From an optimization exercise on the open Yosys and OpenROAD flow, aimed at small area; shortcuts taken in it are not production practice. Only simulation tests tie the RTL to the original design; equivalence was not proved. No driver is modelled on the clock port, so clocking that relies on it looks cheaper here than on a real chip. Power figures rest on the tool's default switching activity, not on a simulated workload.

==> v32 <==
// tws_step
module tws_step (
    input  wire clk,
    input  wire rst,
    input  wire scl_in,
    input  wire sda_in,
    input  wire lim_up_pin,
    input  wire lim_dn_pin,
    output wire scl_dl,
    output wire sda_dl,
    output wire step_out,
    output wire dir_out,
    output wire fault_out,
    output wire hb_out
);
==> module tws_motion, before the edit <==
module tws_motion (
    input  wire       clk,
    input  wire       rst,
    input  wire       lim_up_pin,
    input  wire       lim_dn_pin,
    input  wire [7:0] sbr,
    output wire       bus_active,
    output wire       step_out,
    output wire       dir_out,
    output wire       fault_out,
    output wire       hb_out
);
    localparam [2:0] P_H1 = 3'd0, P_H2 = 3'd1, P_H3 = 3'd2, P_H4 = 3'd3,
                     P_L  = 3'd4, P_X  = 3'd7;
    localparam [1:0] U_C = 2'd0, U_B = 2'd1, U_E = 2'd2, U_S = 2'd3;
    localparam [4:0] H1C = {P_H1, U_C}, H1B = {P_H1, U_B}, H1E = {P_H1, U_E}, H1S = {P_H1, U_S},
                     H2C = {P_H2, U_C}, H2B = {P_H2, U_B}, H2E = {P_H2, U_E}, H2S = {P_H2, U_S},
                     H3C = {P_H3, U_C}, H3B = {P_H3, U_B}, H3E = {P_H3, U_E}, H3S = {P_H3, U_S},
                     H4C = {P_H4, U_C}, H4B = {P_H4, U_B}, H4E = {P_H4, U_E}, H4S = {P_H4, U_S},
                     LC  = {P_L,  U_C}, LB  = {P_L,  U_B}, LE  = {P_L,  U_E}, LT  = {P_L,  U_S},
                     HALT = {P_X, 2'd0};
    reg        lim_up, lim_dn, changed;
    reg [4:0]  st;
    reg [2:0]  tmr;
    reg [7:0]  cq;
    reg [2:0]  cr;
    reg [7:0]  s;
    reg        last_dir;
    reg        hb;
    wire [2:0] ph  = st[4:2];
    wire [1:0] sub = st[1:0];
    wire up_n      = ~lim_up_pin;
    wire dn_n      = lim_dn_pin;
    wire set_c     = (up_n != lim_up) || (dn_n != lim_dn);
    wire changed_m = changed | set_c;
    wire move     = (ph <= P_L);
    wire in_burst = move && (sub == U_B);
    wire tz       = (tmr == 3'd0);
    wire at_t     = (cq == s) && (cr == 3'd0);          
    wire above    = (s > cq);                           
    wire halted   = (st == HALT);
    wire [2:0] hp  = (ph == P_H2) ? 3'd1 : (ph == P_H3) ? 3'd3 : 3'd2;
    wire [2:0] per = (ph == P_H2) ? 3'd1 : (ph == P_H3) ? 3'd5 : 3'd3;
    wire high      = in_burst && (tmr >= hp);
    reg [4:0] n_st;
    reg       issue, mv_dir;
    always @* begin
        n_st   = st;
        issue  = 1'b0;
        mv_dir = 1'b0;
        case (st)
            H1C: if (up_n && !at_t) begin issue = 1'b1; n_st = H1B; end
                 else n_st = H1S;
            H2C: if (!dn_n) begin issue = 1'b1; n_st = H2B; end
                 else n_st = H2S;
            H3C: begin issue = 1'b1; mv_dir = 1'b1; n_st = H3B; end
            H4C: begin issue = 1'b1; mv_dir = 1'b1; n_st = H4B; end
            LC:  if (!at_t) begin issue = 1'b1; mv_dir = above; n_st = LB; end
                 else n_st = LT;
            H1B, H2B, H3B, H4B, LB:
                if (tz && (changed_m || at_t)) n_st = {ph, U_E};
            H1E: n_st = H1C;
            H2E: n_st = H2S;
            H3E: n_st = H3S;
            H4E: n_st = H4S;
            LE:  n_st = LT;
            H1S: if (tz) n_st = (at_t || up_n) ? HALT : H2C;
            H2S: if (tz) n_st = (at_t || !dn_n) ? HALT : H3C;
            H3S: if (tz) n_st = (at_t || dn_n) ? HALT : H4C;
            H4S: if (tz) n_st = LC;
            LT:  n_st = LC;
            default: n_st = HALT;
        endcase
        if (!halted && up_n && dn_n)
            n_st = HALT;
    end
    reg [2:0] n_tmr;
    always @* begin
        if (sub == U_C && move)
            n_tmr = issue ? per : 3'd6;
        else if (sub == U_E && move)
            n_tmr = 3'd6;
        else if (in_burst && tz)
            n_tmr = per;
        else
            n_tmr = tmr - 3'd1;
    end
    wire count  = in_burst && (tmr == hp);    
    wire cnt_up = (ph == P_L) && last_dir;
    reg [7:0] n_cq;
    reg [2:0] n_cr;
    reg       qstep;
    always @* begin
        n_cq  = cq;
        n_cr  = cr;
        qstep = 1'b0;
        case (st)
            H2C: begin n_cq = 8'd225; n_cr = 3'd0; end    
            H3C: begin n_cq = 8'd5;   n_cr = 3'd0; end    
            H4C: begin n_cq = 8'd0;   n_cr = 3'd4; end    
            H4S: begin n_cq = 8'd0;   n_cr = 3'd0; end    
            default: ;
        endcase
        if (count) begin
            if (cnt_up) begin
                if (cr == 3'd4) begin n_cr = 3'd0; qstep = 1'b1; end
                else n_cr = cr + 3'd1;
            end else begin
                if (cr == 3'd0) begin n_cr = (ph == P_L) ? 3'd4 : 3'd7; qstep = 1'b1; end
                else n_cr = cr - 3'd1;
            end
        end
    end
    wire [7:0] qx = cq ^ {8{~cnt_up}};
    wire [7:0] qt;
    assign qt[0] = qstep;
    genvar gi;
    generate for (gi = 1; gi < 8; gi = gi + 1) begin : g_qt
        assign qt[gi] = qt[gi-1] & qx[gi-1];
    end endgenerate
    always @(posedge clk) begin
        lim_up  <= up_n;
        lim_dn  <= dn_n;
        changed <= set_c | (in_burst & changed);
        tmr     <= n_tmr;
        if (rst) begin
            st       <= H1C;
            cq       <= 8'd3;       
            cr       <= 3'd0;
            s        <= 8'd0;
            last_dir <= 1'b0;
            hb       <= 1'b0;
        end else begin
            st <= n_st;
            cq <= n_cq ^ qt;
            cr <= n_cr;
            if (issue && !(up_n && dn_n))
                last_dir <= mv_dir;
            if (st == LT && !(up_n && dn_n)) begin
                s  <= sbr;
                hb <= ~hb;
            end
        end
    end
    assign bus_active = !halted;
    assign step_out   = high;
    assign dir_out    = last_dir;
    assign fault_out  = !halted;
    assign hb_out     = hb;
endmodule
==> flow/config.mk <==
export PLATFORM = sky130hd
export DESIGN_NAME = tws_step
export DESIGN_NICKNAME = tws_step
export VERILOG_FILES = /design/flow/design.v
export SDC_FILE = /design/flow/constraint.sdc
export NUM_CORES = 4
export LEC_CHECK = 0
export CAP_MARGIN = 20
export CORE_MARGIN = 2
export CORE_UTILIZATION = 60
export PLACE_DENSITY = 0.75
export SLEW_MARGIN = 20
==> flow/constraint.sdc <==
create_clock -name core_clock -period 10.0 [get_ports {clk}]
set_input_delay 2.0000 -clock core_clock [delete_from_list [all_inputs] [get_ports {clk}]]
set_output_delay 2.0000 -clock core_clock [all_outputs]
set_load 0.01 [all_outputs]
standard.sh (not shown) runs the stock make flow with config.mk's settings and CLKGATE_MAP_FILE= SYNTH_SCRIPT=/design/flow/synth_recipe.tcl, a recipe that flattens the netlist after the stock synthesis.
==> flow/flow/run.sh <==
#!/bin/bash
# Own layout flow. It runs the standard synthesis unchanged, then maps its
# combinational logic again for area with ABC (the registers stay the same
# instances, names and cells; the new netlist is proven equal to the
# standard one, else the standard one is kept), then the standard layout
# steps with a smaller clock tree and the smallest port buffers.
# Each tool's full output goes to a log file in the work folder.
set -u
W=$PWD
F=$W/flow
R=$W/orfs/results/${FLOW_PLATFORM}/tws_step/base
YOSYS=$FLOW_HOME/../tools/install/yosys/bin/yosys
[ -x "$YOSYS" ] || YOSYS=yosys
ABC=$FLOW_HOME/../tools/install/yosys/bin/yosys-abc
[ -x "$ABC" ] || ABC=yosys-abc
LIB=$FLOW_HOME/platforms/$FLOW_PLATFORM/lib/sky130_fd_sc_hd__tt_025C_1v80.lib

bash standard.sh synth > $W/log_1_synth.log 2>&1 || { echo "standard synthesis failed"; exit 1; }
cp $R/1_2_yosys.v $W/std_synth.v

export REMAP_LIB=$LIB
export REMAP_IN=$W/std_synth.v
export REMAP_DONTUSE="$(grep -oE 'cell \("?sky130_fd_sc_hd__(lpflow|probe)[A-Za-z0-9_]*' $LIB | sed -E 's/cell \("?//' | tr '\n' ' ')"

# ABC runs: different seeds of the AIG optimisation and two mapping
# scripts, eight at a time; then two more rounds, each from the best
# netlist so far
remap_one() {
  local s=$1 map="amap" t=60
  [ $((s % 2)) -eq 0 ] && map="map -a; amap"
  [ $s -le 16 ] && t=150
  sed -e "s/@SEED@/$s/; s/@T@/$t/; s#@ORIG@#$W/remap_in_$s.blif#; s/@MAP@/$map/" $F/area.abc > $W/remap_$s.abc
  # ABC's cec checks the mapped logic against ABC's input (the netlist
  # in REMAP_IN) before it hands the result back
  REMAP_OUT=$W/remap_$s.v REMAP_ABC=$W/remap_$s.abc \
    $YOSYS -c $F/remap.tcl > $W/log_remap_$s.log 2>&1 &&
    grep -q "Networks are equivalent" $W/log_remap_$s.log &&
    ! grep -qi "NOT EQUIVALENT" $W/log_remap_$s.log &&
    touch $W/remap_$s.ok
}
best=""
best_area=""
pick_best() {
  local s a
  for s in "$@"; do
    [ -f $W/remap_$s.ok ] || continue
    a=$(grep -m1 "Chip area for module" $W/remap_$s.v.stat | awk '{print $NF}')
    echo "remap $s: $a (from $REMAP_IN)"
    if [ -z "$best" ] || awk -v a="$a" -v b="$best_area" 'BEGIN{exit !(a<b)}'; then
      best=$s; best_area=$a
    fi
  done
}
echo "standard synthesis: $(grep -m1 "Chip area" $W/orfs/reports/$FLOW_PLATFORM/tws_step/base/synth_stat.txt | awk '{print $NF}')"
for s in 1 2 3 4 5 6 7 8; do remap_one $s & done
wait
for s in 9 10 11 12 13 14 15 16; do remap_one $s & done
wait
pick_best 1 2 3 4 5 6 7 8 9 10 11 12 13 14 15 16
if [ -n "$best" ]; then
  # second round, from the best netlist of the first
  cp $W/remap_$best.v $W/round1_best.v
  export REMAP_IN=$W/round1_best.v
  for s in 21 22 23 24 25 26 27 28; do remap_one $s & done
  wait
  pick_best 21 22 23 24 25 26 27 28
  cp $W/remap_$best.v $W/round2_best.v
  export REMAP_IN=$W/round2_best.v
  for s in 31 32 33 34 35 36 37 38; do remap_one $s & done
  wait
  pick_best 31 32 33 34 35 36 37 38
fi
if [ -n "$best" ]; then
  echo "using remap $best: $best_area"
  cp $W/remap_$best.v $R/1_2_yosys.v
  rm -f $R/1_synth.odb $R/1_synth.sdc
else
  echo "no remap passed; keeping the standard netlist"
fi

# port buffers: the smallest buffer; clock: a few buffers at the centroids
# of groups of registers, driven by the clock port, instead of a tree
export BUFFER_PORTS_ARGS="-buffer_cell sky130_fd_sc_hd__buf_1"
export PRE_CTS_TCL=$F/pre_cts.tcl
export CLKROOT_N=4
export CLKROOT_CELL=sky130_fd_sc_hd__clkbuf_8
bash standard.sh "BUFFER_PORTS_ARGS=$BUFFER_PORTS_ARGS" "PRE_CTS_TCL=$PRE_CTS_TCL" finish > $W/log_2_layout.log 2>&1 || { echo "layout failed"; tail -20 $W/log_2_layout.log; exit 1; }
echo "layout done"
==> flow/flow/area.abc <==
strash
write_blif @ORIG@
&get -n
&deepsyn -T @T@ -S @SEED@
&put
dch -f
@MAP@
cec @ORIG@
Other scripts of this flow, unchanged in this note and not shown: flow/flow/pre_cts.tcl, flow/flow/remap.tcl
==> inputs of v20, as changes to v32 <==
--- a/flow/design.v
+++ b/flow/design.v
@@ -127,12 +127,13 @@
 );
     localparam [2:0] P_H1 = 3'd0, P_H2 = 3'd1, P_H3 = 3'd2, P_H4 = 3'd3,
-                     P_L  = 3'd4, P_X  = 3'd7;
-    localparam [1:0] U_C = 2'd0, U_B = 2'd1, U_E = 2'd2, U_S = 2'd3;
-    localparam [4:0] H1C = {P_H1, U_C}, H1B = {P_H1, U_B}, H1E = {P_H1, U_E}, H1S = {P_H1, U_S},
-                     H2C = {P_H2, U_C}, H2B = {P_H2, U_B}, H2E = {P_H2, U_E}, H2S = {P_H2, U_S},
-                     H3C = {P_H3, U_C}, H3B = {P_H3, U_B}, H3E = {P_H3, U_E}, H3S = {P_H3, U_S},
-                     H4C = {P_H4, U_C}, H4B = {P_H4, U_B}, H4E = {P_H4, U_E}, H4S = {P_H4, U_S},
-                     LC  = {P_L,  U_C}, LB  = {P_L,  U_B}, LE  = {P_L,  U_E}, LT  = {P_L,  U_S},
-                     HALT = {P_X, 2'd0};
+                     P_L  = 3'd4, P_S  = 3'd5, P_T  = 3'd6, P_X  = 3'd7;
+    localparam [1:0] U_C = 2'd0, U_H = 2'd1, U_L = 2'd2, U_E = 2'd3;
+    localparam [4:0] H1C = {P_H1, U_C}, H1H = {P_H1, U_H}, H1L = {P_H1, U_L}, H1E = {P_H1, U_E},
+                     H2C = {P_H2, U_C}, H2H = {P_H2, U_H}, H2L = {P_H2, U_L}, H2E = {P_H2, U_E},
+                     H3C = {P_H3, U_C}, H3H = {P_H3, U_H}, H3L = {P_H3, U_L}, H3E = {P_H3, U_E},
+                     H4C = {P_H4, U_C}, H4H = {P_H4, U_H}, H4L = {P_H4, U_L}, H4E = {P_H4, U_E},
+                     LC  = {P_L,  U_C}, LH  = {P_L,  U_H}, LL  = {P_L,  U_L}, LE  = {P_L,  U_E},
+                     H1S = {P_S, 2'd0}, H2S = {P_S, 2'd1}, H3S = {P_S, 2'd2}, H4S = {P_S, 2'd3},
+                     LT  = {P_T, 2'd0}, HALT = {P_X, 2'd0};
     reg        lim_up, lim_dn, changed;
     reg [4:0]  st;
@@ -149,13 +150,11 @@
     wire set_c     = (up_n != lim_up) || (dn_n != lim_dn);
     wire changed_m = changed | set_c;
-    wire move     = (ph <= P_L);
-    wire in_burst = move && (sub == U_B);
+    wire move     = (ph <= P_L);                        
+    wire in_burst = move && (sub == U_H || sub == U_L);
     wire tz       = (tmr == 3'd0);
     wire at_t     = (cq == s) && (cr == 3'd0);          
     wire above    = (s > cq);                           
     wire halted   = (st == HALT);
-    wire [2:0] hp  = (ph == P_H2) ? 3'd1 : (ph == P_H3) ? 3'd3 : 3'd2;
-    wire [2:0] per = (ph == P_H2) ? 3'd1 : (ph == P_H3) ? 3'd5 : 3'd3;
-    wire high      = in_burst && (tmr >= hp);
+    wire [2:0] hpm1 = (ph == P_H2) ? 3'd0 : (ph == P_H3) ? 3'd2 : 3'd1;
     reg [4:0] n_st;
     reg       issue, mv_dir;
@@ -165,14 +164,16 @@
         mv_dir = 1'b0;
         case (st)
-            H1C: if (up_n && !at_t) begin issue = 1'b1; n_st = H1B; end
+            H1C: if (up_n && !at_t) begin issue = 1'b1; n_st = H1H; end
                  else n_st = H1S;
-            H2C: if (!dn_n) begin issue = 1'b1; n_st = H2B; end
+            H2C: if (!dn_n) begin issue = 1'b1; n_st = H2H; end
                  else n_st = H2S;
-            H3C: begin issue = 1'b1; mv_dir = 1'b1; n_st = H3B; end
-            H4C: begin issue = 1'b1; mv_dir = 1'b1; n_st = H4B; end
-            LC:  if (!at_t) begin issue = 1'b1; mv_dir = above; n_st = LB; end
+            H3C: begin issue = 1'b1; mv_dir = 1'b1; n_st = H3H; end
+            H4C: begin issue = 1'b1; mv_dir = 1'b1; n_st = H4H; end
+            LC:  if (!at_t) begin issue = 1'b1; mv_dir = above; n_st = LH; end
                  else n_st = LT;
-            H1B, H2B, H3B, H4B, LB:
-                if (tz && (changed_m || at_t)) n_st = {ph, U_E};
+            H1H, H2H, H3H, H4H, LH:
+                if (tz) n_st = {ph, U_L};
+            H1L, H2L, H3L, H4L, LL:
+                if (tz) n_st = (changed_m || at_t) ? {ph, U_E} : {ph, U_H};
             H1E: n_st = H1C;
             H2E: n_st = H2S;
@@ -193,13 +194,13 @@
     always @* begin
         if (sub == U_C && move)
-            n_tmr = issue ? per : 3'd6;
+            n_tmr = issue ? hpm1 : 3'd6;
         else if (sub == U_E && move)
             n_tmr = 3'd6;
         else if (in_burst && tz)
-            n_tmr = per;
+            n_tmr = hpm1;
         else
             n_tmr = tmr - 3'd1;
     end
-    wire count  = in_burst && (tmr == hp);    
+    wire count  = in_burst && sub == U_H && tz;
     wire cnt_up = (ph == P_L) && last_dir;
     reg [7:0] n_cq;
@@ -259,5 +260,5 @@
     end
     assign bus_active = !halted;
-    assign step_out   = high;
+    assign step_out   = move && (sub == U_H);
     assign dir_out    = last_dir;
     assign fault_out  = !halted;
--- a/flow/flow/run.sh
+++ b/flow/flow/run.sh
@@ -27,8 +27,7 @@
 # netlist so far
 remap_one() {
-  local s=$1 map="amap" t=60
+  local s=$1 map="amap"
   [ $((s % 2)) -eq 0 ] && map="map -a; amap"
-  [ $s -le 16 ] && t=150
-  sed -e "s/@SEED@/$s/; s/@T@/$t/; s#@ORIG@#$W/remap_in_$s.blif#; s/@MAP@/$map/" $F/area.abc > $W/remap_$s.abc
+  sed -e "s/@SEED@/$s/; s#@ORIG@#$W/remap_in_$s.blif#; s/@MAP@/$map/" $F/area.abc > $W/remap_$s.abc
   # ABC's cec checks the mapped logic against ABC's input (the netlist
   # in REMAP_IN) before it hands the result back
==> flow/flow/area.abc (replaced) <==
strash
write_blif @ORIG@
&get -n
&deepsyn -T 60 -S @SEED@
&put
dch -f
@MAP@
cec @ORIG@
==> metrics.yaml <==
timing:
  hold_ws_ns: 0.4738
  fin_crit_ns: 3.791
  tightest_slew_ns: 0.9050
pwr:
  share_comb_of_total_power: 0.349
  ir_drop_mv: 0.1151
  p_per_area_mw_per_mm2: 219.7
outcome:
  status: "finished clean"
place:
  gp_congestion: 1.014
die:
  initial_utilization: 0.6180
cells_and_area:
  fin_util: 0.6556
hold_path:
  holdPathEnd: "u_motion.s[0]"
That was v20.
==> metrics.yaml <==
outcome:
  status: "finished clean"
timing:
  hold_ws_ns: 0.4814
  tightest_slew_ns: 0.6333
  fin_crit_ns: 3.835
place:
  gp_congestion: 0.9174
die:
  initial_utilization: 0.6131
cells_and_area:
  fin_util: 0.6524
pwr:
  p_per_area_mw_per_mm2: 165.0
  ir_drop_mv: 0.1155
  share_comb_of_total_power: 0.207
hold_path:
  holdPathEnd: "u_motion.changed"
That was v32.

==> static timing again, ports no longer ideal <==
The flow's constraints put no driver on any port. The routed layouts listed below were extracted and timed again, unchanged, in two steps.
Step 1 assumes that a clkbuf_16 drives the clock port and a buf_2 every other input.
Step 2 also shifts input and output timing later by t, the mid clock arrival at the registers, as if the neighbouring blocks saw the same clock.
Three values: no drivers, after step 1, after step 2; two values: the first two.
run	t, ns	setup WS [ns]	latest minus earliest clock arrival (ns)
v32	0.206	6.165 / 6.195 / 5.997	0.005 / 0.005
v20	0.205	6.209 / 6.169 / 6.038	0.011 / 0.010
After both steps every run listed still meets setup and hold. For v20, which loses most, drivers alone change the setup slack by -0.040 ns; drivers and shift together by -0.171 ns.
